Background: an optimization exercise with open tools, aiming at small area, a short achievable clock period and few clock cycles. Do not read the settings as production practice. No driver is modelled on the clock port, so clocking that relies on it looks cheaper here than on a real chip. Power is estimated from default activity; no workload was simulated.

Design blabel2_enc, start of the top module:
module blabel2_enc (
    input  wire        clk,
    input  wire        rst,
    input  wire        reg_wr,
    input  wire [7:0]  reg_addr,
    input  wire [31:0] reg_wdata,
    output wire [31:0] reg_rdata,
    output wire        busy,
    output wire        done,
    output wire        error,
    output wire        pix_req,
    output wire [15:0] pix_x,
    output wire [15:0] pix_y,
    input  wire        pix_ack,
    input  wire [7:0]  pix_r,
    input  wire [7:0]  pix_g,
    input  wire [7:0]  pix_b,
    output wire        out_valid,
    output reg  [7:0]  out_data,
    output wire        out_last,
    input  wire        out_ready
);
clock: 10.0 ns
lec_check: 0
cap_margin: 20
core_margin: 2
core_utilization: 40
setup_slack_margin: 4.9
slew_margin: 20
standard.sh (not shown) runs the stock make flow with config.mk's settings and CLKGATE_MAP_FILE= SYNTH_SCRIPT=/design/flow/synth_recipe.tcl, a recipe that flattens the netlist after the stock synthesis.
==> flow/flow/run.sh <==
#!/bin/bash
# Own layout flow: the standard ORFS flow (standard.sh) with
#  - synthesis through flow/synth.tcl (per-module ABC scripts, hierarchy kept
#    through ABC and flattened after, as synth_recipe.tcl does),
#  - port buffers of a given cell (BUFFER_PORTS_ARGS) instead of the default,
#  - clock tree options (CTS_ARGS) in place of ORFS's, and a post-CTS step
#    (flow/post_cts.tcl, if present) that upsizes clock buffers with slow edges.
# The make output goes to flow_make.log; ORFS keeps each step's log under orfs/logs.
set -euo pipefail
here=$(pwd)
export OWN_ABC_SCRIPT=$here/flow/abc_area.script

export OWN_CLK_SLEW_LIMIT_PS=90
bash standard.sh SYNTH_SCRIPT=$here/flow/synth.tcl SYNTH_HIERARCHICAL=1 \
  "BUFFER_PORTS_ARGS=-buffer_cell sky130_fd_sc_hd__buf_1" \
  "CTS_ARGS=-sink_clustering_enable -repair_clock_nets -buf_list sky130_fd_sc_hd__clkbuf_4 -dont_use_dummy_load"  "POST_CTS_TCL=$here/flow/post_cts.tcl" \
  finish > $here/flow_make.log 2>&1
==> flow/flow/abc_area.script <==
strash
ifraig
scorr
dc2
strash
dch -f
amap
topo
==> flow/flow/post_cts.tcl <==
# After CTS: upsize any clock buffer whose output slew (placement parasitics)
# exceeds a limit, so every flip-flop clock pin keeps a fast edge, then
# legalize the placement again.
estimate_parasitics -placement
set limit [expr {$::env(OWN_CLK_SLEW_LIMIT_PS) * 1e-3}]
set resized 0
foreach inst [get_cells -filter "ref_name == sky130_fd_sc_hd__clkbuf_4"] {
  set out [get_pins -of_objects $inst -filter "direction == output"]
  if {[get_property $out slew_max] > $limit} {
    replace_cell $inst [get_lib_cells sky130_fd_sc_hd__clkbuf_8]
    incr resized
  }
}
puts "own post-CTS hook: upsized $resized clock buffers"
if {$resized > 0} {
  detailed_placement
  estimate_parasitics -placement
}
==> flow/flow/synth.tcl <==
# The standard flow's synthesis (synth_recipe.tcl) with one change: ABC maps every module
# with the area-oriented script OWN_ABC_SCRIPT instead of ORFS's speed script
# (the register read port is written as one-gate modules, each mapped on its
# own). Registers are mapped before ABC runs, so they are the same as the standard flow's.
proc synth {args} { yosys synth -nofsm -noshare {*}$args }
proc abc {args} {
  set i [lsearch -exact $args -script]
  set args [lreplace $args [expr {$i+1}] [expr {$i+1}] $::env(OWN_ABC_SCRIPT)]
  yosys abc {*}$args
}
source $::env(SCRIPTS_DIR)/synth.tcl
# left out here: clear keep_hierarchy, flatten, clean up, hide names made inside functions, write 1_2_yosys.v
Change:
--- a/flow/design.v
+++ b/flow/design.v
@@ -46,18 +46,15 @@
     wire        j_autocut = sh[0];    
     reg         j_inverse;
     reg  [7:0]  j_img;
     wire [15:0] j_width = info_h;
     wire        j_cal   = info_t[3];
     reg  [2:0]  phase;
     reg  [3:0]  pos;
-    wire        start;
-    reg         start_d;
     reg         shfull;
-    reg         lastb;       
     reg  [15:0] col;
     reg  [10:0] cnt;         
     reg  [8:0]  sh;
     wire [4:0] h_img5 = height_r[7:3];
     reg        tape_hit;
     always @(*) begin
         case (cfg_tape[2:0])
@@ -130,26 +127,23 @@
         .cfg    ({cfg_inverse, cfg_autocut, cfg_tape}),
         .width  (width_r),
         .height (height_r),
         .status ({st_errcode, 1'b0, error, st_done, active}),
         .err    (error),
         .info_h (info_h),
         .info_t (info_t),
-        .rdata  (reg_rdata),
-        .wr     (reg_wr),
-        .wd0    (reg_wdata[0]),
-        .busy   (active),
-        .start  (start)
+        .rdata  (reg_rdata)
     );
+    wire start = reg_wr && (reg_addr == A_CTRL) && reg_wdata[0] && !active;
     wire        lead_zero = !j_cal && j_img[4];
     wire [2:0]  lead_sum  = pos[2:0] + j_img[3:1];
     wire        lead_end  = j_cal ? (pos[2:0] == 3'd4) : (lead_sum == 3'd0);
     wire [10:0] cnt_inc  = cnt + 11'd1;
     wire [15:0] col_inc  = col + 16'd1;
-    wire        col_end  = (cnt[2:0] == 3'd7) && lastb;
+    wire        col_end  = (cnt[2:0] == 3'd7) && (cnt_inc[10:3] == j_img);
     wire        img_last = (cnt[10:3] == 8'd0);
     wire        rec_end  = (phase == P_IMG) ? (img_last && (j_cal || pos == 4'd15))
                                             : (pos == 4'd15);
     wire [2:0]  next_rec = more ? P_G : P_TERM;
     always @(posedge clk) begin
         if (rst) begin
             cfg_tape    <= 4'd0;
@@ -195,65 +189,57 @@
                              end
                     default: ;
                 endcase
             end
         end
     end
     always @(posedge clk) begin
-        start_d <= start;
-        lastb   <= (cnt[10:3] + 8'd1 == j_img);
         if (start) begin
-            info_t <= cfg_tape;
-            info_h <= job_ok ? width_r : height_r;
-        end
-        if (emit) begin
-            if (phase == P_LEN || phase == P_PRE || rec_end)
-                pos <= 4'd0;
-            else
-                pos <= pos + 4'd1;
-        end
-        if (start)
-            cnt <= 11'd112;
-        else if (emit && phase == P_PRE)
-            cnt <= pre_end ? 11'd0 : cnt_inc;
-        else if (fetch)
-            cnt <= col_end ? 11'd0 : cnt_inc;
-        if (start_d) begin
+            info_t    <= cfg_tape;
+            info_h    <= job_ok ? width_r : height_r;
             sh[0]     <= cfg_autocut;
             j_inverse <= cfg_inverse;
             j_img     <= height_r[10:3];
+            cnt       <= 11'd112;
             col       <= 16'd0;
             shfull    <= 1'b0;
         end else begin
+            if (emit) begin
+                if (phase == P_LEN || phase == P_PRE || rec_end)
+                    pos <= 4'd0;
+                else
+                    pos <= pos + 4'd1;
+            end
             if (emit && phase == P_IMG)
                 shfull <= 1'b0;
             else if (fetch && cnt[2:0] == 3'd7)
                 shfull <= 1'b1;
-            if (fetch) begin
+            if (emit && phase == P_PRE) begin
+                cnt <= pre_end ? 11'd0 : cnt_inc;
+            end else if (fetch) begin
                 sh <= {sh[7:0], ink};
-                if (col_end)
+                if (col_end) begin
+                    cnt <= 11'd0;
                     col <= col_inc;
+                end else
+                    cnt <= cnt_inc;
             end
         end
     end
 endmodule
 module blabel2_rd (
     input  wire [7:0]  addr,
     input  wire [5:0]  cfg,
     input  wire [15:0] width,
     input  wire [15:0] height,
     input  wire [5:0]  status,
     input  wire        err,
     input  wire [15:0] info_h,
     input  wire [3:0]  info_t,
-    output wire [31:0] rdata,
-    input  wire        wr,
-    input  wire        wd0,
-    input  wire        busy,
-    output wire        start
+    output wire [31:0] rdata
 );
     genvar g;
     wire [1:0] n76, n51;
     wire n04, w10, x42, x42e, z3;
     generate
         for (g = 0; g < 2; g = g + 1) begin : g_n
             blabel2_g_nor2 u_n76 (.a(addr[7]), .b(addr[6]), .y(n76[g]));    
@@ -290,19 +276,14 @@
             blabel2_g_nand4 u_sei (.a(n76[g / 2]), .b(n51[g / 2]), .c(w10), .d(x42e), .y(sei_n[g]));     
         end
         for (g = 0; g < 2; g = g + 1) begin : g_s2
             blabel2_g_nand4 u_s04 (.a(n76[g]), .b(n51[g]), .c(n04), .d(x42), .y(s04_n[g]));   
             blabel2_g_nand4 u_sse (.a(n76[g]), .b(n51[g]), .c(w10), .d(z3), .y(sse_n[g]));    
         end
     endgenerate
-    wire z32, s00_n, wok;
-    blabel2_g_nor2  u_z32 (.a(addr[3]), .b(addr[2]), .y(z32));
-    blabel2_g_nand4 u_s00 (.a(n76[1]), .b(n51[1]), .c(n04), .d(z32), .y(s00_n));
-    blabel2_g_and3b u_wok (.an(busy), .b(wr), .c(wd0), .y(wok));
-    blabel2_g_nor2b u_st  (.a(s00_n), .bn(wok), .y(start));
     generate
         for (g = 0; g < 6; g = g + 1) begin : g_lo6
             wire ncfg, ws;
             blabel2_g_inv   u_c (.a(cfg[g]), .y(ncfg));
             blabel2_g_o22a  u_x (.a1(swh_n[g / 4]), .a2(mwh[g]), .b1(sse_n[g / 3]), .b2(mse[g]), .x(ws));
             blabel2_g_o21ai u_o (.a1(s04_n[g / 3]), .a2(ncfg), .b1(ws), .y(rdata[g]));
         end
What happened: Setup slack gains 43 ps. Die area goes down slightly. Synthesized cell count fell by a few percent. Sequential power shrinks by roughly a tenth. Total power is lower by a quarter to a third. Routed wire length shrinks slightly. Critical path depth went down by 1. Global-route usage is lower by 0.25 points. Flip-flop and latch count is lower by 2. Design area came out lower slightly. Maximum frequency went up slightly. Via count fell slightly. Clock skew falls by 5.4 ps.
No run of this note included a check of the RTL's function; only the layout flow was run.

==> static timing again, ports no longer ideal <==
No port has a modelled driver above. Below, the same layouts with a new extraction and two added sets of constraints.
Step 1 sets driving cells, clkbuf_16 on the clock port and buf_2 on the other inputs (assumed; they add their load-dependent delay and slew).
Step 2 also shifts input and output timing later by t, the mid clock arrival at the registers, as if the neighbouring blocks saw the same clock.
Three values: ideal ports, drivers, drivers and shift; two values: the first two.
run | shift t [ns] | setup WS [ns] | worst setup path at the end | worst register clock-pin slew, ns | cell pins on the clock port's net
the first run | 0.453 | 4.898 / 4.832 / 4.832 | input to output | 0.09 / 0.09 | 1
the second run | 0.440 | 4.941 / 4.844 / 4.773 | input to register | 0.09 / 0.09 | 1
After both steps setup and hold are still met in every run listed. For the second run, which loses most, drivers alone change the setup slack by -0.097 ns; drivers and shift together by -0.168 ns.
